Source: an optimization exercise on an open RTL-to-GDS flow (aim: small area, a short achievable clock period and few clock cycles per item). Production flows keep margins and buffers that such runs may drop.
Function was checked by simulation only, so behaviour that the tests miss may differ from the original.
Power is estimated from default activity; no workload was simulated.

<file path="constraint.sdc">
create_clock -name core_clock -period 12.0 [get_ports {clk}]
set_input_delay 2.4000 -clock core_clock [delete_from_list [all_inputs] [get_ports {clk}]]
set_output_delay 2.4000 -clock core_clock [all_outputs]
set_load 0.01 [all_outputs]
</file>
<file path="design.v">
module bitcrush_levels_rom (
    input  wire [8:0]  drive,
    output reg  [15:0] lvl_m
);
    always @(*) begin
        case (drive)
            9'd0: lvl_m = 16'd65535;
            9'd1: lvl_m = 16'd65524;
            9'd2: lvl_m = 16'd65493;
            9'd3: lvl_m = 16'd65441;
            9'd4: lvl_m = 16'd65368;
            9'd5: lvl_m = 16'd65275;
            9'd6: lvl_m = 16'd65161;
            9'd7: lvl_m = 16'd65027;
            9'd8: lvl_m = 16'd64872;
            9'd9: lvl_m = 16'd64698;
            9'd10: lvl_m = 16'd64503;
            9'd11: lvl_m = 16'd64288;
            9'd12: lvl_m = 16'd64054;
            9'd13: lvl_m = 16'd63801;
            9'd14: lvl_m = 16'd63528;
            9'd15: lvl_m = 16'd63236;
            9'd16: lvl_m = 16'd62926;
            9'd17: lvl_m = 16'd62598;
            9'd18: lvl_m = 16'd62251;
            9'd19: lvl_m = 16'd61887;
            9'd20: lvl_m = 16'd61505;
            9'd21: lvl_m = 16'd61106;
            9'd22: lvl_m = 16'd60691;
            9'd23: lvl_m = 16'd60259;
            9'd24: lvl_m = 16'd59811;
            9'd25: lvl_m = 16'd59348;
            9'd26: lvl_m = 16'd58870;
            9'd27: lvl_m = 16'd58377;
            9'd28: lvl_m = 16'd57870;
            9'd29: lvl_m = 16'd57349;
            9'd30: lvl_m = 16'd56814;
            9'd31: lvl_m = 16'd56267;
            9'd32: lvl_m = 16'd55708;
            9'd33: lvl_m = 16'd55136;
            9'd34: lvl_m = 16'd54553;
            9'd35: lvl_m = 16'd53959;
            9'd36: lvl_m = 16'd53355;
            9'd37: lvl_m = 16'd52740;
            9'd38: lvl_m = 16'd52117;
            9'd39: lvl_m = 16'd51484;
            9'd40: lvl_m = 16'd50842;
            9'd41: lvl_m = 16'd50193;
            9'd42: lvl_m = 16'd49537;
            9'd43: lvl_m = 16'd48873;
            9'd44: lvl_m = 16'd48203;
            9'd45: lvl_m = 16'd47527;
            9'd46: lvl_m = 16'd46846;
            9'd47: lvl_m = 16'd46160;
            9'd48: lvl_m = 16'd45469;
            9'd49: lvl_m = 16'd44775;
            9'd50: lvl_m = 16'd44077;
            9'd51: lvl_m = 16'd43377;
            9'd52: lvl_m = 16'd42673;
            9'd53: lvl_m = 16'd41969;
            9'd54: lvl_m = 16'd41262;
            9'd55: lvl_m = 16'd40555;
            9'd56: lvl_m = 16'd39847;
            9'd57: lvl_m = 16'd39139;
            9'd58: lvl_m = 16'd38431;
            9'd59: lvl_m = 16'd37724;
            9'd60: lvl_m = 16'd37019;
            9'd61: lvl_m = 16'd36315;
            9'd62: lvl_m = 16'd35613;
            9'd63: lvl_m = 16'd34914;
            9'd64: lvl_m = 16'd34217;
            9'd65: lvl_m = 16'd33524;
            9'd66: lvl_m = 16'd32834;
            9'd67: lvl_m = 16'd32149;
            9'd68: lvl_m = 16'd31468;
            9'd69: lvl_m = 16'd30791;
            9'd70: lvl_m = 16'd30119;
            9'd71: lvl_m = 16'd29453;
            9'd72: lvl_m = 16'd28792;
            9'd73: lvl_m = 16'd28138;
            9'd74: lvl_m = 16'd27489;
            9'd75: lvl_m = 16'd26847;
            9'd76: lvl_m = 16'd26211;
            9'd77: lvl_m = 16'd25583;
            9'd78: lvl_m = 16'd24961;
            9'd79: lvl_m = 16'd24347;
            9'd80: lvl_m = 16'd23741;
            9'd81: lvl_m = 16'd23142;
            9'd82: lvl_m = 16'd22551;
            9'd83: lvl_m = 16'd21968;
            9'd84: lvl_m = 16'd21394;
            9'd85: lvl_m = 16'd20828;
            9'd86: lvl_m = 16'd20270;
            9'd87: lvl_m = 16'd19722;
            9'd88: lvl_m = 16'd19181;
            9'd89: lvl_m = 16'd18650;
            9'd90: lvl_m = 16'd18128;
            9'd91: lvl_m = 16'd17615;
            9'd92: lvl_m = 16'd17111;
            9'd93: lvl_m = 16'd16616;
            9'd94: lvl_m = 16'd16130;
            9'd95: lvl_m = 16'd15654;
            9'd96: lvl_m = 16'd15186;
            9'd97: lvl_m = 16'd14728;
            9'd98: lvl_m = 16'd14280;
            9'd99: lvl_m = 16'd13840;
            9'd100: lvl_m = 16'd13410;
            9'd101: lvl_m = 16'd12989;
            9'd102: lvl_m = 16'd12577;
            9'd103: lvl_m = 16'd12175;
            9'd104: lvl_m = 16'd11781;
            9'd105: lvl_m = 16'd11397;
            9'd106: lvl_m = 16'd11022;
            9'd107: lvl_m = 16'd10656;
            9'd108: lvl_m = 16'd10298;
            9'd109: lvl_m = 16'd9950;
            9'd110: lvl_m = 16'd9610;
            9'd111: lvl_m = 16'd9279;
            9'd112: lvl_m = 16'd8956;
            9'd113: lvl_m = 16'd8642;
            9'd114: lvl_m = 16'd8336;
            9'd115: lvl_m = 16'd8039;
            9'd116: lvl_m = 16'd7749;
            9'd117: lvl_m = 16'd7468;
            9'd118: lvl_m = 16'd7195;
            9'd119: lvl_m = 16'd6929;
            9'd120: lvl_m = 16'd6671;
            9'd121: lvl_m = 16'd6421;
            9'd122: lvl_m = 16'd6178;
            9'd123: lvl_m = 16'd5943;
            9'd124: lvl_m = 16'd5714;
            9'd125: lvl_m = 16'd5493;
            9'd126: lvl_m = 16'd5278;
            9'd127: lvl_m = 16'd5071;
            9'd128: lvl_m = 16'd4869;
            9'd129: lvl_m = 16'd4675;
            9'd130: lvl_m = 16'd4487;
            9'd131: lvl_m = 16'd4305;
            9'd132: lvl_m = 16'd4129;
            9'd133: lvl_m = 16'd3959;
            9'd134: lvl_m = 16'd3794;
            9'd135: lvl_m = 16'd3636;
            9'd136: lvl_m = 16'd3483;
            9'd137: lvl_m = 16'd3335;
            9'd138: lvl_m = 16'd3193;
            9'd139: lvl_m = 16'd3055;
            9'd140: lvl_m = 16'd2923;
            9'd141: lvl_m = 16'd2795;
            9'd142: lvl_m = 16'd2673;
            9'd143: lvl_m = 16'd2554;
            9'd144: lvl_m = 16'd2441;
            9'd145: lvl_m = 16'd2331;
            9'd146: lvl_m = 16'd2226;
            9'd147: lvl_m = 16'd2125;
            9'd148: lvl_m = 16'd2028;
            9'd149: lvl_m = 16'd1934;
            9'd150: lvl_m = 16'd1844;
            9'd151: lvl_m = 16'd1758;
            9'd152: lvl_m = 16'd1676;
            9'd153: lvl_m = 16'd1597;
            9'd154: lvl_m = 16'd1521;
            9'd155: lvl_m = 16'd1448;
            9'd156: lvl_m = 16'd1378;
            9'd157: lvl_m = 16'd1311;
            9'd158: lvl_m = 16'd1247;
            9'd159: lvl_m = 16'd1186;
            9'd160: lvl_m = 16'd1127;
            9'd161: lvl_m = 16'd1071;
            9'd162: lvl_m = 16'd1018;
            9'd163: lvl_m = 16'd966;
            9'd164: lvl_m = 16'd918;
            9'd165: lvl_m = 16'd871;
            9'd166: lvl_m = 16'd826;
            9'd167: lvl_m = 16'd784;
            9'd168: lvl_m = 16'd743;
            9'd169: lvl_m = 16'd704;
            9'd170: lvl_m = 16'd667;
            9'd171: lvl_m = 16'd632;
            9'd172: lvl_m = 16'd598;
            9'd173: lvl_m = 16'd567;
            9'd174: lvl_m = 16'd536;
            9'd175: lvl_m = 16'd507;
            9'd176: lvl_m = 16'd480;
            9'd177: lvl_m = 16'd453;
            9'd178: lvl_m = 16'd428;
            9'd179: lvl_m = 16'd405;
            9'd180: lvl_m = 16'd382;
            9'd181: lvl_m = 16'd361;
            9'd182: lvl_m = 16'd341;
            9'd183: lvl_m = 16'd321;
            9'd184: lvl_m = 16'd303;
            9'd185: lvl_m = 16'd286;
            9'd186: lvl_m = 16'd269;
            9'd187: lvl_m = 16'd254;
            9'd188: lvl_m = 16'd239;
            9'd189: lvl_m = 16'd225;
            9'd190: lvl_m = 16'd212;
            9'd191: lvl_m = 16'd199;
            9'd192: lvl_m = 16'd188;
            9'd193: lvl_m = 16'd176;
            9'd194: lvl_m = 16'd166;
            9'd195: lvl_m = 16'd156;
            9'd196: lvl_m = 16'd146;
            9'd197: lvl_m = 16'd137;
            9'd198: lvl_m = 16'd129;
            9'd199: lvl_m = 16'd121;
            9'd200: lvl_m = 16'd113;
            9'd201: lvl_m = 16'd106;
            9'd202: lvl_m = 16'd100;
            9'd203: lvl_m = 16'd93;
            9'd204: lvl_m = 16'd87;
            9'd205: lvl_m = 16'd82;
            9'd206: lvl_m = 16'd77;
            9'd207: lvl_m = 16'd72;
            9'd208: lvl_m = 16'd67;
            9'd209: lvl_m = 16'd63;
            9'd210: lvl_m = 16'd58;
            9'd211: lvl_m = 16'd55;
            9'd212: lvl_m = 16'd51;
            9'd213: lvl_m = 16'd48;
            9'd214: lvl_m = 16'd44;
            9'd215: lvl_m = 16'd41;
            9'd216: lvl_m = 16'd38;
            9'd217: lvl_m = 16'd36;
            9'd218: lvl_m = 16'd33;
            9'd219: lvl_m = 16'd31;
            9'd220: lvl_m = 16'd29;
            9'd221: lvl_m = 16'd27;
            9'd222: lvl_m = 16'd25;
            9'd223: lvl_m = 16'd23;
            9'd224: lvl_m = 16'd21;
            9'd225: lvl_m = 16'd20;
            9'd226: lvl_m = 16'd18;
            9'd227: lvl_m = 16'd17;
            9'd228: lvl_m = 16'd16;
            9'd229: lvl_m = 16'd14;
            9'd230: lvl_m = 16'd13;
            9'd231: lvl_m = 16'd12;
            9'd232: lvl_m = 16'd11;
            9'd233: lvl_m = 16'd10;
            9'd234: lvl_m = 16'd10;
            9'd235: lvl_m = 16'd9;
            9'd236: lvl_m = 16'd8;
            9'd237: lvl_m = 16'd7;
            9'd238: lvl_m = 16'd7;
            9'd239: lvl_m = 16'd6;
            9'd240: lvl_m = 16'd6;
            9'd241: lvl_m = 16'd5;
            9'd242: lvl_m = 16'd5;
            9'd243: lvl_m = 16'd4;
            9'd244: lvl_m = 16'd4;
            9'd245: lvl_m = 16'd3;
            9'd246: lvl_m = 16'd3;
            9'd247: lvl_m = 16'd3;
            9'd248: lvl_m = 16'd2;
            9'd249: lvl_m = 16'd2;
            9'd250: lvl_m = 16'd2;
            9'd251: lvl_m = 16'd1;
            9'd252: lvl_m = 16'd1;
            9'd253: lvl_m = 16'd1;
            9'd254: lvl_m = 16'd1;
            9'd255: lvl_m = 16'd1;
            9'd256: lvl_m = 16'd1;
            default: lvl_m = 16'd1;
        endcase
    end
endmodule
module bitcrush_factor_rom (
    input  wire [8:0] drive,
    output wire [4:0] fm1
);
    function [4:0] fm1_of;
        input [8:0] d;
        case (d)
            9'd0: fm1_of = 5'd0;
            9'd1: fm1_of = 5'd0;
            9'd2: fm1_of = 5'd0;
            9'd3: fm1_of = 5'd0;
            9'd4: fm1_of = 5'd0;
            9'd5: fm1_of = 5'd0;
            9'd6: fm1_of = 5'd0;
            9'd7: fm1_of = 5'd0;
            9'd8: fm1_of = 5'd0;
            9'd9: fm1_of = 5'd0;
            9'd10: fm1_of = 5'd0;
            9'd11: fm1_of = 5'd0;
            9'd12: fm1_of = 5'd0;
            9'd13: fm1_of = 5'd0;
            9'd14: fm1_of = 5'd0;
            9'd15: fm1_of = 5'd0;
            9'd16: fm1_of = 5'd0;
            9'd17: fm1_of = 5'd0;
            9'd18: fm1_of = 5'd0;
            9'd19: fm1_of = 5'd0;
            9'd20: fm1_of = 5'd0;
            9'd21: fm1_of = 5'd0;
            9'd22: fm1_of = 5'd0;
            9'd23: fm1_of = 5'd0;
            9'd24: fm1_of = 5'd0;
            9'd25: fm1_of = 5'd0;
            9'd26: fm1_of = 5'd0;
            9'd27: fm1_of = 5'd0;
            9'd28: fm1_of = 5'd0;
            9'd29: fm1_of = 5'd0;
            9'd30: fm1_of = 5'd0;
            9'd31: fm1_of = 5'd0;
            9'd32: fm1_of = 5'd0;
            9'd33: fm1_of = 5'd0;
            9'd34: fm1_of = 5'd0;
            9'd35: fm1_of = 5'd0;
            9'd36: fm1_of = 5'd0;
            9'd37: fm1_of = 5'd0;
            9'd38: fm1_of = 5'd0;
            9'd39: fm1_of = 5'd0;
            9'd40: fm1_of = 5'd0;
            9'd41: fm1_of = 5'd0;
            9'd42: fm1_of = 5'd0;
            9'd43: fm1_of = 5'd0;
            9'd44: fm1_of = 5'd0;
            9'd45: fm1_of = 5'd0;
            9'd46: fm1_of = 5'd1;
            9'd47: fm1_of = 5'd1;
            9'd48: fm1_of = 5'd1;
            9'd49: fm1_of = 5'd1;
            9'd50: fm1_of = 5'd1;
            9'd51: fm1_of = 5'd1;
            9'd52: fm1_of = 5'd1;
            9'd53: fm1_of = 5'd1;
            9'd54: fm1_of = 5'd1;
            9'd55: fm1_of = 5'd1;
            9'd56: fm1_of = 5'd1;
            9'd57: fm1_of = 5'd1;
            9'd58: fm1_of = 5'd1;
            9'd59: fm1_of = 5'd1;
            9'd60: fm1_of = 5'd1;
            9'd61: fm1_of = 5'd1;
            9'd62: fm1_of = 5'd1;
            9'd63: fm1_of = 5'd1;
            9'd64: fm1_of = 5'd1;
            9'd65: fm1_of = 5'd1;
            9'd66: fm1_of = 5'd2;
            9'd67: fm1_of = 5'd2;
            9'd68: fm1_of = 5'd2;
            9'd69: fm1_of = 5'd2;
            9'd70: fm1_of = 5'd2;
            9'd71: fm1_of = 5'd2;
            9'd72: fm1_of = 5'd2;
            9'd73: fm1_of = 5'd2;
            9'd74: fm1_of = 5'd2;
            9'd75: fm1_of = 5'd2;
            9'd76: fm1_of = 5'd2;
            9'd77: fm1_of = 5'd2;
            9'd78: fm1_of = 5'd2;
            9'd79: fm1_of = 5'd2;
            9'd80: fm1_of = 5'd3;
            9'd81: fm1_of = 5'd3;
            9'd82: fm1_of = 5'd3;
            9'd83: fm1_of = 5'd3;
            9'd84: fm1_of = 5'd3;
            9'd85: fm1_of = 5'd3;
            9'd86: fm1_of = 5'd3;
            9'd87: fm1_of = 5'd3;
            9'd88: fm1_of = 5'd3;
            9'd89: fm1_of = 5'd3;
            9'd90: fm1_of = 5'd3;
            9'd91: fm1_of = 5'd3;
            9'd92: fm1_of = 5'd4;
            9'd93: fm1_of = 5'd4;
            9'd94: fm1_of = 5'd4;
            9'd95: fm1_of = 5'd4;
            9'd96: fm1_of = 5'd4;
            9'd97: fm1_of = 5'd4;
            9'd98: fm1_of = 5'd4;
            9'd99: fm1_of = 5'd4;
            9'd100: fm1_of = 5'd4;
            9'd101: fm1_of = 5'd4;
            9'd102: fm1_of = 5'd4;
            9'd103: fm1_of = 5'd5;
            9'd104: fm1_of = 5'd5;
            9'd105: fm1_of = 5'd5;
            9'd106: fm1_of = 5'd5;
            9'd107: fm1_of = 5'd5;
            9'd108: fm1_of = 5'd5;
            9'd109: fm1_of = 5'd5;
            9'd110: fm1_of = 5'd5;
            9'd111: fm1_of = 5'd5;
            9'd112: fm1_of = 5'd5;
            9'd113: fm1_of = 5'd6;
            9'd114: fm1_of = 5'd6;
            9'd115: fm1_of = 5'd6;
            9'd116: fm1_of = 5'd6;
            9'd117: fm1_of = 5'd6;
            9'd118: fm1_of = 5'd6;
            9'd119: fm1_of = 5'd6;
            9'd120: fm1_of = 5'd6;
            9'd121: fm1_of = 5'd6;
            9'd122: fm1_of = 5'd7;
            9'd123: fm1_of = 5'd7;
            9'd124: fm1_of = 5'd7;
            9'd125: fm1_of = 5'd7;
            9'd126: fm1_of = 5'd7;
            9'd127: fm1_of = 5'd7;
            9'd128: fm1_of = 5'd7;
            9'd129: fm1_of = 5'd7;
            9'd130: fm1_of = 5'd7;
            9'd131: fm1_of = 5'd8;
            9'd132: fm1_of = 5'd8;
            9'd133: fm1_of = 5'd8;
            9'd134: fm1_of = 5'd8;
            9'd135: fm1_of = 5'd8;
            9'd136: fm1_of = 5'd8;
            9'd137: fm1_of = 5'd8;
            9'd138: fm1_of = 5'd9;
            9'd139: fm1_of = 5'd9;
            9'd140: fm1_of = 5'd9;
            9'd141: fm1_of = 5'd9;
            9'd142: fm1_of = 5'd9;
            9'd143: fm1_of = 5'd9;
            9'd144: fm1_of = 5'd9;
            9'd145: fm1_of = 5'd9;
            9'd146: fm1_of = 5'd10;
            9'd147: fm1_of = 5'd10;
            9'd148: fm1_of = 5'd10;
            9'd149: fm1_of = 5'd10;
            9'd150: fm1_of = 5'd10;
            9'd151: fm1_of = 5'd10;
            9'd152: fm1_of = 5'd10;
            9'd153: fm1_of = 5'd11;
            9'd154: fm1_of = 5'd11;
            9'd155: fm1_of = 5'd11;
            9'd156: fm1_of = 5'd11;
            9'd157: fm1_of = 5'd11;
            9'd158: fm1_of = 5'd11;
            9'd159: fm1_of = 5'd11;
            9'd160: fm1_of = 5'd12;
            9'd161: fm1_of = 5'd12;
            9'd162: fm1_of = 5'd12;
            9'd163: fm1_of = 5'd12;
            9'd164: fm1_of = 5'd12;
            9'd165: fm1_of = 5'd12;
            9'd166: fm1_of = 5'd13;
            9'd167: fm1_of = 5'd13;
            9'd168: fm1_of = 5'd13;
            9'd169: fm1_of = 5'd13;
            9'd170: fm1_of = 5'd13;
            9'd171: fm1_of = 5'd13;
            9'd172: fm1_of = 5'd13;
            9'd173: fm1_of = 5'd14;
            9'd174: fm1_of = 5'd14;
            9'd175: fm1_of = 5'd14;
            9'd176: fm1_of = 5'd14;
            9'd177: fm1_of = 5'd14;
            9'd178: fm1_of = 5'd14;
            9'd179: fm1_of = 5'd15;
            9'd180: fm1_of = 5'd15;
            9'd181: fm1_of = 5'd15;
            9'd182: fm1_of = 5'd15;
            9'd183: fm1_of = 5'd15;
            9'd184: fm1_of = 5'd16;
            9'd185: fm1_of = 5'd16;
            9'd186: fm1_of = 5'd16;
            9'd187: fm1_of = 5'd16;
            9'd188: fm1_of = 5'd16;
            9'd189: fm1_of = 5'd16;
            9'd190: fm1_of = 5'd17;
            9'd191: fm1_of = 5'd17;
            9'd192: fm1_of = 5'd17;
            9'd193: fm1_of = 5'd17;
            9'd194: fm1_of = 5'd17;
            9'd195: fm1_of = 5'd17;
            9'd196: fm1_of = 5'd18;
            9'd197: fm1_of = 5'd18;
            9'd198: fm1_of = 5'd18;
            9'd199: fm1_of = 5'd18;
            9'd200: fm1_of = 5'd18;
            9'd201: fm1_of = 5'd19;
            9'd202: fm1_of = 5'd19;
            9'd203: fm1_of = 5'd19;
            9'd204: fm1_of = 5'd19;
            9'd205: fm1_of = 5'd19;
            9'd206: fm1_of = 5'd20;
            9'd207: fm1_of = 5'd20;
            9'd208: fm1_of = 5'd20;
            9'd209: fm1_of = 5'd20;
            9'd210: fm1_of = 5'd20;
            9'd211: fm1_of = 5'd21;
            9'd212: fm1_of = 5'd21;
            9'd213: fm1_of = 5'd21;
            9'd214: fm1_of = 5'd21;
            9'd215: fm1_of = 5'd21;
            9'd216: fm1_of = 5'd22;
            9'd217: fm1_of = 5'd22;
            9'd218: fm1_of = 5'd22;
            9'd219: fm1_of = 5'd22;
            9'd220: fm1_of = 5'd22;
            9'd221: fm1_of = 5'd23;
            9'd222: fm1_of = 5'd23;
            9'd223: fm1_of = 5'd23;
            9'd224: fm1_of = 5'd23;
            9'd225: fm1_of = 5'd23;
            9'd226: fm1_of = 5'd24;
            9'd227: fm1_of = 5'd24;
            9'd228: fm1_of = 5'd24;
            9'd229: fm1_of = 5'd24;
            9'd230: fm1_of = 5'd25;
            9'd231: fm1_of = 5'd25;
            9'd232: fm1_of = 5'd25;
            9'd233: fm1_of = 5'd25;
            9'd234: fm1_of = 5'd25;
            9'd235: fm1_of = 5'd26;
            9'd236: fm1_of = 5'd26;
            9'd237: fm1_of = 5'd26;
            9'd238: fm1_of = 5'd26;
            9'd239: fm1_of = 5'd27;
            9'd240: fm1_of = 5'd27;
            9'd241: fm1_of = 5'd27;
            9'd242: fm1_of = 5'd27;
            9'd243: fm1_of = 5'd27;
            9'd244: fm1_of = 5'd28;
            9'd245: fm1_of = 5'd28;
            9'd246: fm1_of = 5'd28;
            9'd247: fm1_of = 5'd28;
            9'd248: fm1_of = 5'd29;
            9'd249: fm1_of = 5'd29;
            9'd250: fm1_of = 5'd29;
            9'd251: fm1_of = 5'd29;
            9'd252: fm1_of = 5'd30;
            9'd253: fm1_of = 5'd30;
            9'd254: fm1_of = 5'd30;
            9'd255: fm1_of = 5'd30;
            9'd256: fm1_of = 5'd31;
            default: fm1_of = 5'd31;
        endcase
    endfunction
    assign fm1 = fm1_of(drive);
endmodule
module bitcrush_core (
    input  wire        clk,
    input  wire        rst,
    input  wire        cmd_valid,
    output reg         cmd_ready,
    input  wire [31:0] cmd_data,
    output reg         rsp_valid,
    output wire [31:0] rsp_data
);
    localparam [1:0] K_SAMP = 2'd0, K_ACK = 2'd1, K_ILL = 2'd2, K_GET = 2'd3;
    reg         in_v;
    reg  [3:0]  in_op;
    reg         in_rz;        
    reg  [15:0] in_dat;
    reg  [8:0]  drive_r;
    reg  [9:0]  gain_r;
    reg  [4:0]  fm1_r;        
    reg  [15:0] held_s;       
    reg  [15:0] held_m;       
    reg  [4:0]  cnt;
    reg         dirty;        
    reg         dpend;        
    reg  [5:0]  rep_front;
    reg  [6:0]  out_cnt;
    wire [15:0] data    = in_dat;
    wire        dz      = (data == 16'd0);
    wire        is_samp = in_rz && (in_op == 4'h1);
    wire        is_sd   = in_rz && (in_op == 4'h2);
    wire        is_sg   = in_rz && (in_op == 4'h3);
    wire        is_gd   = in_rz && (in_op == 4'h4) && dz;
    wire        is_gg   = in_rz && (in_op == 4'h5) && dz;
    wire        is_nop  = in_rz && (in_op == 4'h0) && dz;
    wire        latch    = (cnt >= fm1_r);
    wire        need_job = is_samp && (latch || dirty);
    wire        need_rec = !is_samp || need_job;
    wire [1:0]  rec_kind = is_samp ? K_SAMP :
                           (is_gd || is_gg) ? K_GET :
                           (is_nop || is_sd || is_sg) ? K_ACK : K_ILL;
    wire [8:0]  drive_new = data[15] ? 9'd0  : (data > 16'd256) ? 9'd256  : data[8:0];
    wire [9:0]  gain_new  = data[15] ? 10'd0 : (data > 16'd512) ? 10'd512 : data[9:0];
    wire [4:0]  fm1_d;
    bitcrush_factor_rom u_from (.drive(drive_r), .fm1(fm1_d));
    wire [15:0] m_cur;
    bitcrush_levels_rom u_rom (.drive(drive_r), .lvl_m(m_cur));
    reg         v1, v2, v3, v5;
    reg  [1:0]  k1, k2, k3;
    reg  [5:0]  p1, p2, p3;
    reg  [1:0]  i1, i2, i3;
    reg         gs1;          
    reg  [17:0] a1;
    reg  [2:0]  b10, b11;     
    reg  [15:0] u2;
    reg         n2;
    reg  [11:0] g2;
    reg         gp2;
    reg  [18:0] a2;
    reg  [15:0] m2;           
    reg  [15:0] r3, x3, m3;
    reg  [17:0] t3;           
    reg         n3, z3;
    reg  [15:0] val5;         
    reg         n5, z5;
    reg  [3:0]  rsp_hi;
    reg  [15:0] rsp_lo;
    assign rsp_data = {rsp_hi, 12'd0, rsp_lo};
    wire done1 = v1 && (k1 != K_SAMP || i1 == 2'd3);
    wire done2 = v2 && (k2 != K_SAMP || i2 == 2'd3);
    wire done3 = v3 && (k3 != K_SAMP || i3 == 2'd3);
    wire xf3   = done3 && (k3 == K_SAMP) && ((p3 == 6'd0) || ((p3 == 6'd1) && !v5));
    wire pop3c = v3 && (k3 != K_SAMP) && (p3 == 6'd0) && !v5;
    wire take3 = !v3 || xf3 || pop3c;
    wire xf2   = done2 && take3;
    wire take2 = !v2 || xf2;
    wire xf1   = done1 && take2;
    wire take1 = !v1 || xf1;
    wire blk     = is_samp && dpend;
    wire consume = in_v && !blk && (!need_rec || take1);
    wire load1   = in_v && !blk && need_rec && take1;
    wire any_rec = v1 | v2 | v3 | v5;
    wire h3 = v3 && !v5;
    wire h2 = v2 && !v3 && !v5;
    wire h1 = v1 && !v2 && !v3 && !v5;
    wire d3 = h3 && (p3 != 6'd0);
    wire d2 = h2 && (p2 != 6'd0);
    wire d1 = h1 && (p1 != 6'd0);
    wire df = !any_rec && (rep_front != 6'd0);
    wire emit_rep = d1 | d2 | d3 | df;
    wire emit     = emit_rep | v5 | pop3c;
    wire       acc_in   = cmd_valid && cmd_ready;
    wire       dirty_c  = is_sg ? 1'b1 : need_job ? 1'b0 : dirty;
    wire       pj_cons  = dirty_c || (is_samp ? (latch ? (fm1_r == 5'd0) : ({1'b0, cnt} + 6'd1 >= {1'b0, fm1_r}))
                                               : latch);
    wire       pred_job = dpend || (consume ? pj_cons : (dirty || latch));
    wire       dirty_nx = consume ? dirty_c : dirty;
    wire       dpend_nx = consume && is_sd;
    wire       in_samp  = (cmd_data[31:16] == 16'h1000);
    wire       in_v_nx  = acc_in || (in_v && !consume);
    wire       v1_nx    = load1 || (v1 && !xf1);
    wire       rdy_stay = !(in_v && !consume) ||
                          (!(is_samp && dpend_nx) && (!(need_rec || dpend) || !v1_nx));
    wire       rdy_samp = !dpend_nx && (!pred_job || !v1_nx);
    wire       rdy_oth  = !v1_nx;
    wire       rdy_room = (out_cnt <= 7'd58);
    wire       rdy_nx   = rdy_room && (acc_in ? (in_samp ? rdy_samp : rdy_oth) : rdy_stay);
    wire [6:0] out_em   = out_cnt - {6'd0, emit};
    wire [6:0] out_em1  = out_cnt + {6'd0, !emit};
    function [2:0] booth;    
        input [2:0] b;
        case (b)
            3'b000, 3'b111: booth = 3'b000;
            3'b001, 3'b010: booth = 3'b001;
            3'b011:         booth = 3'b010;
            3'b100:         booth = 3'b110;
            default:        booth = 3'b101;    
        endcase
    endfunction
    wire [15:0] s_ld = (is_samp && latch) ? data : held_s;
    reg  [4:0]  swn;          
    always @(*) begin
        case (i1)
            2'd0:    swn = held_s[7:3];
            2'd1:    swn = held_s[11:7];
            default: swn = held_s[15:11];
        endcase
    end
    wire [2:0]  bd10 = b10;
    wire [2:0]  bd11 = b11;
    wire [16:0] pp10 = bd10[0] ? {1'b0, held_m} : bd10[1] ? {held_m, 1'b0} : 17'd0;
    wire [16:0] pp11 = bd11[0] ? {1'b0, held_m} : bd11[1] ? {held_m, 1'b0} : 17'd0;
    wire [20:0] o10  = {{3{a1[17]}}, a1};
    wire [20:0] o11  = {21{bd10[2]}} ^ {4'b0, pp10};
    wire [20:0] o12  = ({21{bd11[2]}} ^ {4'b0, pp11}) << 2;
    wire [20:0] o13  = {18'd0, bd11[2], 1'b0, bd10[2]};
    wire [20:0] c1s  = o10 ^ o11 ^ o12;
    wire [20:0] c1c  = ((o10 & o11) | (o10 & o12) | (o11 & o12)) << 1;
    wire [20:0] c2s  = c1s ^ c1c ^ o13;
    wire [20:0] c2c  = ((c1s & c1c) | (c1s & o13) | (c1c & o13)) << 1;
    wire [20:0] t1   = c2s + c2c;
    wire [17:0] a1n  = t1[20:4] | {t1[20], 17'd0};
    wire        kneg = held_s[15];
    wire [15:0] u_in = t1[18:3] ^ {16{kneg}};
    wire        c_in = t1[2] ^ kneg;
    wire [2:0]  bd20 = booth({g2[1:0], gp2});
    wire [2:0]  bd21 = booth(g2[3:1]);
    wire [16:0] pp20 = bd20[0] ? {1'b0, u2} : bd20[1] ? {u2, 1'b0} : 17'd0;
    wire [16:0] pp21 = bd21[0] ? {1'b0, u2} : bd21[1] ? {u2, 1'b0} : 17'd0;
    wire [21:0] o20  = {{3{a2[18]}}, a2};
    wire [21:0] o21  = {22{bd20[2]}} ^ {5'b0, pp20};
    wire [21:0] o22  = ({22{bd21[2]}} ^ {5'b0, pp21}) << 2;
    wire [21:0] o23  = {19'd0, bd21[2], 1'b0, bd20[2]};
    wire [21:0] d1s  = o20 ^ o21 ^ o22;
    wire [21:0] d1c  = ((o20 & o21) | (o20 & o22) | (o21 & o22)) << 1;
    wire [21:0] d2s  = d1s ^ d1c ^ o23;
    wire [21:0] d2c  = ((d1s & d1c) | (d1s & o23) | (d1c & o23)) << 1;
    wire [21:0] t2   = d2s + d2c;
    wire [18:0] a2n  = t2[21:4] | {t2[21], 18'd0};
    wire [24:0] kg   = {a2[12:0], g2};
    wire [7:0]  kr   = kg[7:0];
    wire        mb   = m2[0];
    wire [1:0]  cx   = !n2 ? {1'b0, (mb ? (kr > 8'd128) : (kr != 8'd0))}
                           : (mb ? ((kr > 8'd128) ? 2'd2 : 2'd1) : {1'b0, (kr != 8'd0)});
    wire [1:0]  kx   = 2'd1 + {1'b0, n2} - cx;      
    wire [32:0] x0   = {1'b0, kg, 5'd0, kx};
    wire [32:0] x1   = {16'hFFFF, ~kg[24:8]};
    wire [32:0] x2   = {18'd0, m2[15:1]} ^ {33{n2}};
    wire [32:0] xs   = x0 ^ x1 ^ x2;
    wire [32:0] xc   = ((x0 & x1) | (x0 & x2) | (x1 & x2)) << 1;
    wire [32:0] xp   = xs + xc;
    wire [17:0] m3x  = {2'b0, m2} + {1'b0, m2, 1'b0};
    wire [17:0] r3w = {r3, x3[15:14]};
    wire [18:0] e31 = {1'b0, r3w} - {3'b0, m3};
    wire [18:0] e32 = {1'b0, r3w} - {2'b0, m3, 1'b0};
    wire [18:0] e33 = {1'b0, r3w} - {1'b0, t3};
    wire [1:0]  q3  = !e33[18] ? 2'd3 : !e32[18] ? 2'd2 : !e31[18] ? 2'd1 : 2'd0;
    wire [15:0] r3m = !e33[18] ? e33[15:0] : !e32[18] ? e32[15:0] : !e31[18] ? e31[15:0] : r3w[15:0];
    wire [15:0] x3m = {x3[13:0], q3};
    wire [17:0] r4w = {r3m, x3m[15:14]};
    wire [18:0] e41 = {1'b0, r4w} - {3'b0, m3};
    wire [18:0] e42 = {1'b0, r4w} - {2'b0, m3, 1'b0};
    wire [18:0] e43 = {1'b0, r4w} - {1'b0, t3};
    wire [1:0]  q4  = !e43[18] ? 2'd3 : !e42[18] ? 2'd2 : !e41[18] ? 2'd1 : 2'd0;
    wire [15:0] r3n = !e43[18] ? e43[15:0] : !e42[18] ? e42[15:0] : !e41[18] ? e41[15:0] : r4w[15:0];
    wire [15:0] x3n = {x3m[13:0], q4};
    reg  [15:0] vfin;
    always @(*) begin
        if (z5)
            vfin = 16'd0;
        else if (!n5)
            vfin = val5[15] ? 16'h7FFF : val5;
        else
            vfin = (val5[15] || (&val5[14:0])) ? 16'h8000 : ~val5;
    end
    always @(posedge clk) begin
        if (acc_in) begin
            in_op  <= cmd_data[31:28];
            in_rz  <= (cmd_data[27:16] == 12'd0);
            in_dat <= cmd_data[15:0];
        end
        if (consume) begin
            if (is_samp) begin
                if (latch) begin
                    cnt    <= 5'd0;
                    held_s <= data;
                    held_m <= m_cur;
                end else begin
                    cnt    <= cnt + 5'd1;
                end
            end
            if (is_sd)
                drive_r <= drive_new;
            if (is_sg)
                gain_r <= gain_new;
        end
        dirty <= dirty_nx;
        dpend <= dpend_nx;
        fm1_r <= fm1_d;
        if (load1) begin
            a1  <= 18'd0;
            i1  <= 2'd0;
            k1  <= rec_kind;
            gs1 <= is_gd;
            b10 <= booth({s_ld[1:0], 1'b0});
            b11 <= booth(s_ld[3:1]);
        end else if (v1 && !done1) begin
            a1  <= a1n;
            i1  <= i1 + 2'd1;
            b10 <= booth(swn[2:0]);
            b11 <= booth(swn[4:2]);
        end
        if (xf1) begin
            u2  <= u_in;
            n2  <= kneg;
            g2  <= {2'd0, gain_r};
            gp2 <= 1'b0;
            a2  <= c_in ? {9'd0, gain_r} : 19'd0;
            m2  <= (k1 == K_SAMP) ? held_m : gs1 ? {7'd0, drive_r} : {6'd0, gain_r};
            i2  <= 2'd0;
            k2  <= k1;
        end else if (v2 && !done2) begin
            g2  <= {t2[3:0], g2[11:4]};
            gp2 <= g2[3];
            a2  <= a2n;
            i2  <= i2 + 2'd1;
        end
        if (xf2) begin
            r3 <= xp[31:16];
            x3 <= xp[15:0];
            z3 <= xp[32];
            n3 <= n2;
            m3 <= m2;
            t3 <= m3x;
            i3 <= 2'd0;
            k3 <= k2;
        end else if (v3 && !done3) begin
            r3 <= r3n;
            x3 <= x3n;
            i3 <= i3 + 2'd1;
        end
        if (xf3) begin
            val5 <= x3n;
            n5   <= n3;
            z5   <= z3;
        end
        if (load1)   p1 <= rep_front - {5'd0, df};
        else if (d1) p1 <= p1 - 6'd1;
        if (xf1)     p2 <= p1 - {5'd0, d1};
        else if (d2) p2 <= p2 - 6'd1;
        if (xf2)     p3 <= p2 - {5'd0, d2};
        else if (d3) p3 <= p3 - 6'd1;
        if (emit) begin
            if (!pop3c) begin
                rsp_hi <= 4'b0001;
                rsp_lo <= vfin;
            end else begin
                case (k3)
                    K_GET:   begin rsp_hi <= 4'b0010; rsp_lo <= {6'd0, m3[9:0]}; end
                    K_ACK:   begin rsp_hi <= 4'b0000; rsp_lo <= 16'd0; end
                    default: begin rsp_hi <= 4'b1111; rsp_lo <= 16'd0; end
                endcase
            end
        end
        if (rst) begin
            in_v      <= 1'b0;
            cmd_ready <= 1'b0;
            v1 <= 1'b0; v2 <= 1'b0; v3 <= 1'b0; v5 <= 1'b0;
            rsp_valid <= 1'b0;
            rep_front <= 6'd0;
            out_cnt   <= 7'd0;
            drive_r   <= 9'd128;
            gain_r    <= 10'd256;
            fm1_r     <= 5'd7;
            held_s    <= 16'd0;
            held_m    <= 16'd1;
            cnt       <= 5'd0;
            dirty     <= 1'b0;
            dpend     <= 1'b0;
            z5        <= 1'b1;
        end else begin
            in_v      <= in_v_nx;
            cmd_ready <= rdy_nx;
            v1 <= v1_nx;
            v2 <= xf1 || (v2 && !xf2);
            v3 <= xf2 || (v3 && !xf3 && !pop3c);
            v5 <= xf3;
            rsp_valid <= emit;
            rep_front <= load1 ? 6'd0 :
                         rep_front + {5'd0, consume && !need_rec} - {5'd0, df};
            out_cnt   <= acc_in ? out_em1 : out_em;
        end
    end
endmodule
</file>
<file path="standard.sh">
#!/bin/bash
# synth_recipe.tcl (not shown) runs the flow's synth.tcl, then flattens the netlist and writes it again
# the make line also repeats each setting of config.mk as NAME=value (left out here)
make -C /OpenROAD-flow-scripts/flow DESIGN_CONFIG=/design/flow/config.mk WORK_HOME=/design/flow/orfs CLKGATE_MAP_FILE= SYNTH_SCRIPT=/design/flow/synth_recipe.tcl "${@:-finish}"
</file>
<file path="config.mk">
export PLATFORM = sky130hd
export DESIGN_NAME = bitcrush_core
export DESIGN_NICKNAME = bitcrush_core
export VERILOG_FILES = /design/flow/design.v
export SDC_FILE = /design/flow/constraint.sdc
export NUM_CORES = 4
export LEC_CHECK = 0
export CAP_MARGIN = 20
export CORE_MARGIN = 2
export CORE_UTILIZATION = 40
export SLEW_MARGIN = 20
export SYNTH_MEMORY_MAX_BITS = 8192
</file>
<file path="flow/run.sh">
#!/bin/bash
set -euo pipefail
bash standard.sh SETUP_SLACK_MARGIN=7 finish > standard.log 2>&1
</file>
==> run summary, run 1 <==
Before CTS, the worst setup slack after placement is 5475 ps. The part of the power in registers was 0.204; the number of vias per cell after detailed routing was 5.818. The logs give 0 for the count of endpoints failing hold in the final timing report and 69 for the number of top-level pins. The routed length per placed instance is 20.31 um, and the adder and majority cell fraction of the synthesized area is 0.1658. The post-route core utilization was 0.4602.

The floorplan step defined a die boundary enclosing 80230 um2. The first detailed-routing pass took 6 iterations. The slew of the pin with the lowest slew margin was 1087 ps.

In the synthesized netlist the dominant register cell turns out to be sky130_fd_sc_hd__edfxtp_1. In this run, CTS created clock tree buffers numbering 40. Data required time at the worst endpoint: 12290 ps.

The footprint of the flip-flops and latches is 8703 um2. The cell depth of the worst flop-to-flop path was 24. The critical path goes through ha_4 -> fa_2 -> and2b_2 -> o211ai_1 -> a31oi_2 -> o2111ai_2 -> a211o_4 -> and2_4 -> o21ai_4 -> nor2_2 -> a21oi_4 -> buf_6 -> ha_4 -> nor2b_4 -> o31a_1 -> o22ai_2 -> o21ai_2 -> o221ai_2 -> o211ai_1 -> a311oi_2 -> o21ai_2 -> nand2_4 -> mux2_4 -> a211o_1. The tools report the final RePlAce weighted congestion as 0.9745. The final worst-path setup slack is 6416 ps, and the height of the die is 283.2 um.

The critical path starts at t3[0]. Entering global routing, the biggest net connects 86 pins. The critical path is of the reg -> reg type.

The combined area of the multi-input logic cells is 21800 um2. Remaining antenna violation count: 0. After filler insertion, the fill cell instance count of the layout stands at 7651. The overall routed net length is 98240 um.

Cell with the biggest individual delay on the critical path: sky130_fd_sc_hd__edfxtp_1. For the worst slew slack as a fraction of its limit, the log shows 0.2734. The mux contribution to synthesized area was 0.02142. The cell area that synthesis handed to floorplanning was 31190 um2. The proportion of power drawn by combinational gates was 0.656. In this run the tool buffered the top-level ports with 56 buffer cells.

Setup violations remaining at the end of the flow were counted as 0. The detailed router finished its first iteration with 2642 violations. Type of the worst min-delay path: reg -> reg.

After clock tree synthesis, the clock-pin slew on the worst setup and hold paths is 60 ps. The overall overflow remaining after global route came out at 0. For the core region area, the log shows 77340 um2. The initialized floorplan defines 102 standard-cell rows.

The tools report the cell leakage power as 14.05 nW. The design draws 8.466 mW. The run gives 3.734 mW as the net switching power.

The die outline width came out at 283.2 um. Worst-case clock skew: 55.96 ps. The library cells used most frequently in the layout, excluding fill and tap cells, are sky130_fd_sc_hd__nand2_1 (361), sky130_fd_sc_hd__nor2_1 (320), sky130_fd_sc_hd__ha_1 (302).

Depth of the CTS H-tree: 2. The critical path ends at r3[11]. The xor and xnor area share after synthesis was 0.07947; the first-pass GRT wire length was 151000 um. The synthesized netlist contains 99 unique library cells. The proportion of total power due to net switching was 0.4411.

The initial cell density of the core came out at 0.4033. For the maximum VDD drop, the log shows 0.1310 mV. The compound-cell area share of the yosys netlist is 0.2341. Worst flop-to-flop path endpoint: r3[11].

The worst hold slack came out at 449.5 ps. The nature of the critical path endpoint is a flip-flop. The worst stage delay on the critical path came out at 440 ps.

TritonCTS built the clock tree. Clock tree synthesis found a total of 326 sinks. Summed over all nets, the half-perimeter wirelength after detailed placement is 71920 um. After synthesis, the cell types taking the most area are sky130_fd_sc_hd__edfxtp_1 (21%), sky130_fd_sc_hd__ha_1 (13%), sky130_fd_sc_hd__dfxtp_1 (7.1%).

At the worst endpoint, the arrival time is 5870 ps. For this run, design rule violations remaining after detail routing come to 0. The logs give 0 for the number of antenna violations at the first check in global routing and 0 for the number of max-slew violations in the final report. The Yosys step of the flow raised 3 warnings.

Synthesis inferred 326 register bits. The logs give 3 for the worst-case clock buffer depth and 4.732 mW for the cell-internal power. The reg-to-reg setup timing slack is 6420 ps. The total routing resource utilization after global routing was 0.2347. Antenna diode count: 0. For the via count, the log shows 28134.

The tree is rooted in a sky130_fd_sc_hd__clkbuf_16. The area added between synthesis and finish works out to 14.12%. After synthesis, the largest family of logic cells by area is compound AO/OA/AOI/OAI gates. STA classifies the critical path startpoint as a flip-flop.

The area fraction in and, or, nand and nor cells after synthesis is 0.1675. At the end of the flow, the number of nets in the layout was 4175. The proportion of register bits with asynchronous set or reset after synthesis works out to 0. The average instance in the mapped netlist occupies 8.358 um2.

The via count of the first global-routing pass was 26749. Of all cell types, the one taking the most synthesized area is sky130_fd_sc_hd__edfxtp_1. The logs give 179.1 MHz for the maximum clock frequency and 0 ps for the final setup TNS.

The sequential share of the synthesized area was 0.2786. For the cell count after synthesis, the log shows 3732. The peak fanout along the critical path was 7.

The area fraction of the dominant cell type after synthesis came out at 0.2080. The portion of the clock cycle consumed by the worst path in the final layout was 0.4654. The tools report the critical register-to-register path startpoint as t3[0]. The clock network fraction of design power came out at 0.140. The later pin in the worst-skew pair is clocked with a latency of 580 ps.

Counting flops with a built-in enable in the synthesized netlist gives 216. The run finished with no timing, DRC or antenna violations. Power spread over the standard cell area amounts to 237.9 nW/um2. The share of final-layout standard cells stronger than drive strength 1 is 0.1054. The final critical delay including setup and external delays is 5584 ps. Setup repair after global routing could not meet its margin everywhere.

The tools report the total of max-cap violations as 0. Leaving out fill and tap cells, the most frequent cell in the layout is sky130_fd_sc_hd__nand2_1.
-- layout make-up --
| type | count | area share |
|---|---|---|
| clock buffer | 54 | 0.03100 |
| tap | 1040 | 0.03656 |
| timing repair buffer | 188 | 0.04798 |
| inverter | 209 | 0.02236 |
| sequential | 326 | 0.2445 |
| multi-input combinational | 2999 | 0.6125 |
| clock inverter | 20 | 0.005062 |
-- cells by family after synthesis --
group           Yosys count
compound gates         1138
xor+xnor                283
fa+ha+maj               376
buf+inv                 421
flops                   326
mux                      57
other cells               1
simple gates           1130
-- worst min-delay path by stage --
stage	startpoint	end	slack (ps)	cells after the start
after CTS	n3	n5	450	0
after global routing	n3	n5	460	0
final	x3[11]	val5[15]	450	0
after global placement	x3[11]	val5[15]	430	0
after detailed placement	n3	n5	430	0
after floorplan	n3	n5	400	0
-- critical path: cells and delay by family (launching register included) --
family | cells | cell delay [ps]
flip-flops | 1 | 440
AND/OR/NAND/NOR | 5 | 780
adder cells (fa/ha/maj) | 3 | 750
multiplexers | 1 | 310
AO/OA/AOI/OAI | 14 | 2880
buffers and inverters | 1 | 120
-- power groups by stage --
stage,sequential [mW],clock [mW],combinational (mW)
floorplan,1.70,0,3.64
global placement,1.75,0,4.72
detailed placement,1.76,0,4.73
CTS,1.72,1.21,5.26
global route,1.75,1.26,6.12
finish,1.73,1.19,5.55
-- flip-flops by register name, summed over array words and instances (netlist names), 7 cells and up --
| name | count |
|---|---|
| a1 | 17 |
| in_dat | 16 |
| rsp_lo | 16 |
| r3 | 16 |
| held_s | 16 |
| m2 | 16 |
| t3 | 18 |
| u2 | 16 |
| out_cnt | 7 |
| g2 | 12 |
| x3 | 16 |
| gain_r | 10 |
| a2 | 18 |
| val5 | 16 |
| drive_r | 9 |
| held_m | 16 |
| m3 | 15 |
-- per-layer routing --
layer | GRT usage | share of wire | vias to the layer above
met4 | 0.1139 | 0.054 | 0
met5 | 0 | 0 | -
li1 | - | - | 13581
met3 | 0.02512 | 0.055 | 285
met2 | 0.3975 | 0.47 | 1046
met1 | 0.2980 | 0.42 | 13222
-- what timing repair did --
item | 4_1_cts | 5_1_grt
cloned | 4 | 2
setup endpoints to repair | 49 | 32
gates resized for setup | 122 | 76
pin swaps | 49 | 60
buffers inserted | 68 | 27
hold buffers | 0 | 0
-- synthesized netlist by cell type (all sizes together) (11+ instances only) --
cell	number
nand2b	42
o31ai	29
nor2b	54
o311ai	19
o21ai	321
o21a	32
edfxtp	216
dfxtp	110
o2111ai	12
or2	19
nand3b	11
nand2	367
a311oi	17
clkbuf	156
a21oi	294
o22ai	24
a31oi	31
nor2	326
xnor2	175
a21o	71
nand4	14
a22oi	40
inv	204
o21bai	18
nor3	83
fa	62
nand3	93
a211oi	44
mux2i	42
a211o	14
buf	56
xor2	108
and3	17
a22o	17
or3	33
nor3b	11
o211ai	40
ha	314
and2	23
nor4	18
-- metrics by stage --
step | instances | cell area, um2
floorplan | 3743 | 31350
global placement | 4661 | 32590
detailed placement | 4661 | 32590
CTS | 4807 | 35000
global route | 4836 | 35590
finish | 4836 | 35590
Testbench counts, summed over its fixed seeds: cycles 10,149, items 6,288.
==> inputs of run 2 (changes only) <==
--- a/config.mk
+++ b/config.mk
@@ -11,2 +11,3 @@
 export SLEW_MARGIN = 20
 export SYNTH_MEMORY_MAX_BITS = 8192
+export TNS_END_PERCENT = 10
==> run 2 against run 1 <==
  * Critical path type unchanged
  * Register-to-register slack barely moved
  * Still clean on timing, DRC and antenna
  * Critical path depth fell by 3
  * Synthesized area did not move
  * Sequential share of layout area rose by 0.54 points
  * Sequential power barely moved
  * Die area did not move
  * Worst hold slack got worse by 3.6 ps
  * Power fell by 5.4%
  * Worst setup slack improved by 0.80 ps
  * Non-clock buffer count fell by 33
==> run summary, run 2 <==
The flow ran to the end and the layout has no timing, DRC or antenna violations. The arrival time reported for the critical path endpoint came out at 5880 ps. Nature of the critical path endpoint: a flip-flop. From synthesis to final layout, the design area changed by 11.66%. In this run the tool buffered the top-level ports with 56 buffer cells. In the layout the commonest cells are sky130_fd_sc_hd__nand2_1 (362), sky130_fd_sc_hd__nor2_1 (323), sky130_fd_sc_hd__ha_1 (304). Share of final-layout standard cells stronger than drive strength 1: 0.08059. Leaving out fill and tap cells, the most frequent cell in the layout is sky130_fd_sc_hd__nand2_1. Buffers inserted to repair hold after CTS numbered 0.

The number of clock buffers added by TritonCTS is 38. The portion of the clock cycle consumed by the worst path in the final layout is 0.4653. The initial cell density of the core came out at 0.4033. After floorplanning, the core was sized to cover 77340 um2. The power per cell area works out to 230.0 nW/um2.

By count the netlist is led by sky130_fd_sc_hd__nand2_1 (365), sky130_fd_sc_hd__nor2_1 (326), sky130_fd_sc_hd__ha_1 (314). Once detail routing completed, the nets flagged for antenna violations numbered 0. For flop-to-flop paths, the worst setup slack is 6420 ps. For the cell leakage power, the log shows 13.73 nW. For the worst setup path, the data required time is 12300 ps. The final number of setup-violating endpoints was 0. The tools report the post-route core utilization as 0.4503. The Yosys step of the flow raised 3 warnings. The tools report the number of antenna violations at the first check in global routing as 1. The total routing resource utilization after global routing is 0.2338. The die covers 80230 um2. In this run the worst path has a maximum fanout of 11. In this run the cell area measured after placement is 32570 um2. The slew of the pin with the lowest slew margin is 1067 ps. The worst slew slack as a fraction of its limit came out at 0.2774. Cell with the most instances after synthesis: sky130_fd_sc_hd__nand2_1.

No sink is reached through more buffers than the 3 on the longest clock path. The number of top-level pins is 69. The startpoint identified for the worst register-to-register timing path is t3[0]. The via count of the first global-routing pass was 26744.

Averaged over all synthesized cells, the footprint is 8.358 um2. The die outline width is 283.2 um. After detailed routing, the number of remaining DRC violations is 0. The tools report the master cell of the clock root buffer as sky130_fd_sc_hd__clkbuf_16. The first detailed-routing pass ran for 6 iterations. Type of the worst min-delay path: reg -> reg.

Entering global routing, the biggest net connects 94 pins. In this run the number of H-tree levels came out at 2. The final standard cell area without fillers came out at 34830 um2. The number of antenna diodes in the final layout is 0.

The tree built by TritonCTS fans out to 326 sinks. The later pin in the worst-skew pair is clocked with a latency of 570 ps. The worst setup path is of the reg -> reg kind. TritonCTS built the clock tree. The path with the worst hold slack has its endpoint at val5[15]. The number of synthesized register bits came out at 326. Yosys mapped a number of flops with a built-in enable equal to 216. The post-route non-filler standard cell count is 4800. The count of endpoints failing hold in the final timing report was 0; the worst-case clock skew was 26.33 ps. Counting instances, the worst hold path has a depth of 0. The tool flagged a number of max-cap violations equal to 0. The first global-routing pass estimated 151000 um of wire. Dividing the detail-routed wire length by the instance count gives 20.20 um. Detailed placement finished with a half-perimeter wire length of 71160 um. The cell depth of the worst flop-to-flop path is 21, and the cell area after synthesis is 31190 um2. Summed over all layers, the global routing overflow is 0.

Measured along the y axis, the die boundary spans 283.2 um. The startpoint identified for the worst hold timing path is x3[11]. The maximum clock frequency was 179.1 MHz. In the synthesized netlist, the number of instances is 3732. For this block, the initial DRC count from the detailed router was 2565. For the maximum VDD drop, the log shows 0.09894 mV.

The number of max-slew violations in the final report is 0. The clock transition at the registers of the reported paths came out at 60 ps. In this run the critical register-to-register path is captured at r3[8]. The final RePlAce weighted congestion was 0.9625. For this block, the via count after detailed routing is 27881. Setup total negative slack on the finished layout was measured at 0 ps. The number of instances in the placed design was 4661. Of all cell types, the one taking the most synthesized area is sky130_fd_sc_hd__edfxtp_1. The floorplan has 102 rows.

STA classifies the critical path startpoint as a flip-flop. The overall routed net length is 96950 um, and the number of vias per cell after detailed routing is 5.809. Number of distinct library cell variants in the gate-level netlist after synthesis: 99.

The design draws 8.010 mW. The smallest clock period supported by the final layout is computed as 5584 ps. Proportion of register bits with asynchronous set or reset after synthesis: 0. In the final layout, the registers with the most flip-flops are a2: 18 flops, t3: 18 flops, a1: 17 flops. After synthesis, the cell types taking the most area are sky130_fd_sc_hd__edfxtp_1 (21%), sky130_fd_sc_hd__ha_1 (13%), sky130_fd_sc_hd__dfxtp_1 (7.1%).

The run gives 4141 as the number of nets in the final layout. Setup repair after global routing could not meet its margin everywhere. The sequential share of the synthesized area is 0.2786. Area fraction of the dominant cell type after synthesis: 0.2080.

The predominant post-synthesis flop cell is sky130_fd_sc_hd__edfxtp_1.
==> run 2: logic make-up after synthesis <==
kind of cell    Yosys count  share of synthesized area
fa+ha+maj               376                     0.1658
buf+inv                 421                    0.05311
other cells               1                  0.0001202
simple gates           1130                     0.1675
xor+xnor                283                    0.07947
compound gates         1138                     0.2341
flops                   326                     0.2786
mux                      57                    0.02142
==> run 2: critical path, cell delays in order, from the launching register on <==
cell	delay, ps
sky130_fd_sc_hd__edfxtp_1	450
sky130_fd_sc_hd__ha_4	210
sky130_fd_sc_hd__buf_4	130
sky130_fd_sc_hd__fa_1	390
sky130_fd_sc_hd__nand2b_1	190
sky130_fd_sc_hd__a21oi_2	250
sky130_fd_sc_hd__o221a_4	280
sky130_fd_sc_hd__nor2_1	130
sky130_fd_sc_hd__o31a_4	460
sky130_fd_sc_hd__o2bb2ai_1	380
sky130_fd_sc_hd__ha_1	350
sky130_fd_sc_hd__o21a_1	190
sky130_fd_sc_hd__o31a_1	140
sky130_fd_sc_hd__o22ai_4	150
sky130_fd_sc_hd__o21ai_2	120
sky130_fd_sc_hd__o221ai_2	160
sky130_fd_sc_hd__o211ai_1	170
sky130_fd_sc_hd__a311oi_2	330
sky130_fd_sc_hd__o21ai_2	140
sky130_fd_sc_hd__nand2_4	140
sky130_fd_sc_hd__mux2_4	310
sky130_fd_sc_hd__a211o_1	250
==> run 2: stage by stage <==
step	setup WS (ps)	hold WS, ps
final	6416	446.0
after CTS	6370	448.5
after global placement	5570	431.6
after detailed placement	5460	433.7
after floorplan	6691	400.3
after global routing	6194	459.4
==> run 2: what timing repair did <==
action                                  CTS  global route
pin swaps                                37            21
gates resized for setup                  74            27
setup buffers                            50            14
cloned                                    3             1
endpoints found under the setup margin   52            48
==> run 2: cell type report <==
cell class                 count  area [um2]
sequential                   326        8703
clock inverter                20       254.0
inverter                     209       785.8
timing repair buffer         155        1358
fill                        7734       42510
tap                         1040        1301
clock buffer                  50        1017
multi-input combinational   3000       21410
==> run 2: how the worst max path moves through the flow <==
stage	from	cells after the start	slack (ps)	endpoint
2_1_floorplan	t3[0]	24	6690	r3[11]
3_3_place_gp	m3[1]	22	5570	r3[3]
3_5_place_dp	m3[1]	22	5460	r3[3]
4_1_cts	g2[0]	24	6370	r3[15]
5_1_grt	t3[0]	24	6190	r3[8]
6_report	t3[0]	21	6420	r3[8]
==> run 2: routing by layer <==
metal / GRT usage / wire, um / up-vias
met3: 0.02496 / 5787 / 243
li1: - / - / 13523
met1: 0.3149 / 42480 / 13107
met5: 0 / 13 / -
met2: 0.3805 / 44350 / 1006
met4: 0.1001 / 4326 / 2
==> run 2: where the power goes <==
part / switching, mW / internal (mW) / leakage [nW]
registers: 0.181 / 1.55 / 2.90
logic: 2.82 / 2.26 / 10.2
clock network: 0.504 / 0.693 / 0.606
==> inputs of run 3 (changes only) <==
--- a/config.mk
+++ b/config.mk
@@ -6,4 +6,5 @@
 export NUM_CORES = 4
 export LEC_CHECK = 0
+export ABC_AREA = 1
 export CAP_MARGIN = 20
 export CORE_MARGIN = 2
==> run 3 against run 2 <==
  * Critical endpoint is now r3[13]
  * Clock power grew 7%
  * Synthesized area down 2.2%
  * Clock skew rose by 23 ps
  * Largest cell class unchanged
  * Largest power group unchanged
  * Critical path type unchanged
  * Still clean
  * Synthesized cell count is 8.8% higher
  * Utilization increased by 0.28 points
  * Via count grew 3.6%
==> run summary, run 3 <==
Cell seen most often among critical-path stages: sky130_fd_sc_hd__nand2_1. The run gives 0.2611 as the total routing resource utilization after global routing. After floorplanning, the core was divided into 101 placement rows. For the count of endpoints failing hold in the final timing report, the log shows 0.

The run gives 3 as the total number of yosys warnings. The count of flip-flops with a built-in enable after synthesis is 216. The number of I/O port buffers was 56; the number of nets in the final layout was 4529. The run finished with no timing, DRC or antenna violations. Max-cap violations in this run came to 0.

At the later pin of the worst-skew pair, clock insertion delay measures 610 ps. The depth of the CTS H-tree is 2. Portion of the clock cycle consumed by the worst path in the final layout: 0.4029.

The run gives 7665 as the number of filler cells placed in the layout. The number of synthesized register bits was 326. Setup violations remaining at the end of the flow were counted as 0. The area fraction of the dominant cell type after synthesis was 0.2126. The tools report the number of antenna violations at the first check in global routing as 0. The critical path runs through a total of 25 cells. For this block, the via count after detailed routing is 28884. The worst path meets setup with 7166 ps of slack.

The core region area is 75700 um2. Static timing analysis puts the maximum clock frequency at 206.9 MHz. The post-route core utilization is 0.4531. In this run the worst setup path terminates at r3[13]. Sorting the synthesized cells by how often they occur yields sky130_fd_sc_hd__nand2_1 (797), sky130_fd_sc_hd__inv_1 (536), sky130_fd_sc_hd__nor2_1 (320). Of all cell types, the one taking the most synthesized area is sky130_fd_sc_hd__edfxtp_1. The remaining antenna violation count was 0. Summed over all layers, the global routing overflow is 0. Remaining design rule violation count: 0. The endpoint identified for the worst register-to-register timing path is r3[13].

The clock drives 326 sinks. The die is 280.2 um tall. Worst slew slack as a fraction of its limit: 0.2734.

Type of the setup path with the least slack: reg -> reg. The nature of the critical path endpoint is a flip-flop. The run gives 0.4030 as the initial cell density of the core. The clock transition at the registers of the reported paths was 60 ps; the number of vias per cell after detailed routing was 5.632.

The pin count of the biggest net entering global routing is 69. The number of antenna diodes in the final layout is 0. The number of max-slew violations in the final report is 0, and the die outline width is 280.2 um. In the layout the commonest cells are sky130_fd_sc_hd__nand2_1 (792), sky130_fd_sc_hd__inv_1 (514), sky130_fd_sc_hd__nor2_1 (312), sky130_fd_sc_hd__a21oi_1 (312), sky130_fd_sc_hd__ha_1 (294). The library cell used most frequently in the layout, excluding fill and tap cells, is sky130_fd_sc_hd__nand2_1.

The reg-to-reg setup timing slack was 7170 ps; the global-route met3 utilization was 0.03447. The number of distinct library cell variants in the gate-level netlist after synthesis was 75. Setup repair after global routing could not meet its margin everywhere. Routability-driven placement finished with a final weighted congestion of 1.078.

The mapped netlist covers 30510 um2. The run gives 4061 as the cell count after synthesis. The worst stage delay on the critical path is 460 ps, and the slew of the pin with the lowest slew margin is 1062 ps. No sink is reached through more buffers than the 3 on the longest clock path. The share of final-layout standard cells stronger than drive strength 1 came out at 0.07251. The type of the worst min-delay path was reg -> reg. Clock skew on the completed layout was measured at 49.70 ps. Dividing the detail-routed wire length by the instance count gives 20.38 um.

The final critical delay including setup and external delays is 4834 ps, and the sequential share of the synthesized area is 0.2848. Summed over all failing endpoints, the final setup total negative slack is 0 ps. The data required time at the worst endpoint was 12350 ps.

The via count of the first global-routing pass was 28107. The proportion of register bits with asynchronous set or reset after synthesis is 0. The largest individual stage delay along the critical path comes from the cell sky130_fd_sc_hd__edfxtp_1. At the worst endpoint, the arrival time is 5190 ps. The cell leakage power is 15.48 nW.

TritonCTS built the clock tree. The predominant post-synthesis flop cell is sky130_fd_sc_hd__edfxtp_1. The startpoint identified for the worst register-to-register timing path is r3[2]. Global routing met2 resource utilization: 0.4392.

The worst setup path is launched from a flip-flop. Clock tree synthesis inserted a total of 41 buffers. Summed over all nets, the half-perimeter wirelength after detailed placement is 81330 um. Ranked by total cell area, the synthesized netlist is headed by sky130_fd_sc_hd__edfxtp_1 (21%), sky130_fd_sc_hd__ha_1 (13%), sky130_fd_sc_hd__nand2_1 (9.8%). The tools report the first element of the critical path as r3[2]. The overall routed net length came out at 104500 um. Power spread over the standard cell area amounts to 243.2 nW/um2. The peak fanout along the critical path was 12. Clock tree synthesis selected as its root buffer the cell sky130_fd_sc_hd__clkbuf_16. The first detailed-routing pass ran for 6 iterations.

In the final layout, the registers with the most flip-flops are a2: 18 flops, t3: 18 flops, a1: 17 flops. 69 I/O pins were placed. The fraction of met1 tracks used by global routing came out at 0.3293. For the maximum VDD drop, the log shows 0.1696 mV. The die covers 78490 um2.

A synthesized cell averages 7.512 um2. The detailed router finished its first iteration with 2785 violations. Measured in cells, the most critical reg-to-reg path has a length of 25. The number of buffers and inverters on the critical path is 2. Area added between synthesis and finish: 12.43%. The cell family with the largest share of critical-path delay was compound AO/OA/AOI/OAI gates. The first global-routing pass estimated 160300 um of wire. The run gives 6205 ps as the pre-CTS worst setup slack. The global routing stage identified its most utilized layer as met2. Yosys instantiated no cell more often than sky130_fd_sc_hd__nand2_1.
run 3: changes by cell type after synthesis, sizes merged, moves of 54 or more:
cell	change
nand3	+125
nand2	+435
inv	+341
xnor2	-110
a21o	-60
xor2	+69
o22ai	+63
nor2b	-54
clkbuf	-73
run 3: per-stage QoR:
stage / instances / power [mW] / hold WS (ps) / instance area (um2)
after floorplan: 4072 / 5.394 / 400.3 / 30550
after global placement: 5009 / 6.749 / 412.8 / 31980
after detailed placement: 5009 / 6.761 / 419.1 / 31980
after CTS: 5092 / 8.127 / 434.0 / 33550
after global routing: 5129 / 9.083 / 460.6 / 34300
final: 5129 / 8.340 / 433.7 / 34300
run 3: logic make-up after synthesis:
| logic type | synth area share |
|---|---|
| mux | 0.0009844 |
| compound gates | 0.1840 |
| other cells | 0.0001229 |
| fa+ha+maj | 0.1695 |
| simple gates | 0.2033 |
| xor+xnor | 0.06948 |
| buf+inv | 0.08790 |
| flops | 0.2848 |
run 3: how the worst min path moves through the flow:
stage / startpoint / cells after the start / to
2_1_floorplan: n3 / 0 / n5
3_3_place_gp: n3 / 0 / n5
3_5_place_dp: n3 / 0 / n5
4_1_cts: n3 / 0 / n5
5_1_grt: n3 / 0 / n5
6_report: n3 / 0 / n5
run 3: final cells by class:
class / instances / area, um2 / area share
clock buffers: 54 / 1177 / 0.03433
clock inverters: 22 / 249.0 / 0.007260
well taps: 978 / 1224 / 0.03568
inverters: 553 / 2120 / 0.06180
flip-flops and latches: 326 / 8691 / 0.2534
multi-input cells: 3065 / 19700 / 0.5742
repair buffers: 131 / 1142 / 0.03331
run 3: where the power goes:
| group | switching [mW] | internal [mW] | leakage (nW) |
|---|---|---|---|
| Clock | 0.537 | 0.748 | 0.692 |
| Sequential | 0.149 | 1.56 | 2.90 |
| Combinational | 3.34 | 2.01 | 11.9 |
run 3: worst register-to-register path, cell delays in order, from the launching register on:
cell	delay, ps
sky130_fd_sc_hd__edfxtp_1	460
sky130_fd_sc_hd__ha_1	410
sky130_fd_sc_hd__nand2_1	120
sky130_fd_sc_hd__nor2_1	220
sky130_fd_sc_hd__nand3_1	120
sky130_fd_sc_hd__nand3_2	130
sky130_fd_sc_hd__nand2_4	110
sky130_fd_sc_hd__nand2_8	140
sky130_fd_sc_hd__clkinvlp_4	170
sky130_fd_sc_hd__o21ai_2	250
sky130_fd_sc_hd__nand2_1	100
sky130_fd_sc_hd__o21ai_2	120
sky130_fd_sc_hd__inv_1	130
sky130_fd_sc_hd__fa_1	460
sky130_fd_sc_hd__o21ai_1	250
sky130_fd_sc_hd__a21oi_1	130
sky130_fd_sc_hd__o21bai_2	210
sky130_fd_sc_hd__a21boi_0	180
sky130_fd_sc_hd__o21ai_1	270
sky130_fd_sc_hd__nand3_1	140
sky130_fd_sc_hd__nand3_1	100
sky130_fd_sc_hd__nand2_1	60
sky130_fd_sc_hd__a21oi_1	120
sky130_fd_sc_hd__nand2_1	70
sky130_fd_sc_hd__nand2_1	60
sky130_fd_sc_hd__nand2_1	80
run 3: what timing repair did:
item                                    CTS  global route
buffers inserted                          4            37
endpoints found under the setup margin   31            31
hold buffers                              0             0
cloned                                    3             0
pin swaps                                 4             9
resized for setup                        35            96
run 3: routing by layer:
layer	vias up	share of wire
met1	13447	0.42
met5	-	0
met2	1178	0.46
li1	13923	-
met4	0	0.058
met3	336	0.063

[afterwards: timing with drivers on the ports]
The results above use ideal ports. As a check the final layouts listed here were re-extracted and re-timed, cells and wires unchanged.
Step 1, drivers: a clkbuf_16 drives clk and a buf_2 each remaining input, both assumed.
Step 2 also shifts input and output timing later by t, the mid clock arrival at the registers, as if the neighbouring blocks saw the same clock.
Three values: no drivers, after step 1, after step 2; two values: the first two.
| run | t, ns | setup WS [ns] | worst slew at a driven data input, ns |
|---|---|---|---|
| run 1 | 0.617 | 6.416 / 6.416 / 6.416 | 0.07 |
| run 2 | 0.625 | 6.416 / 6.416 / 6.416 | 0.07 |
| run 3 | 0.647 | 7.166 / 7.166 / 6.993 | 0.09 |
After both steps setup and hold are still met in every run listed. The setup slack of run 3, which loses most, moves by 0.000 ns with the drivers and by -0.173 ns with both steps.
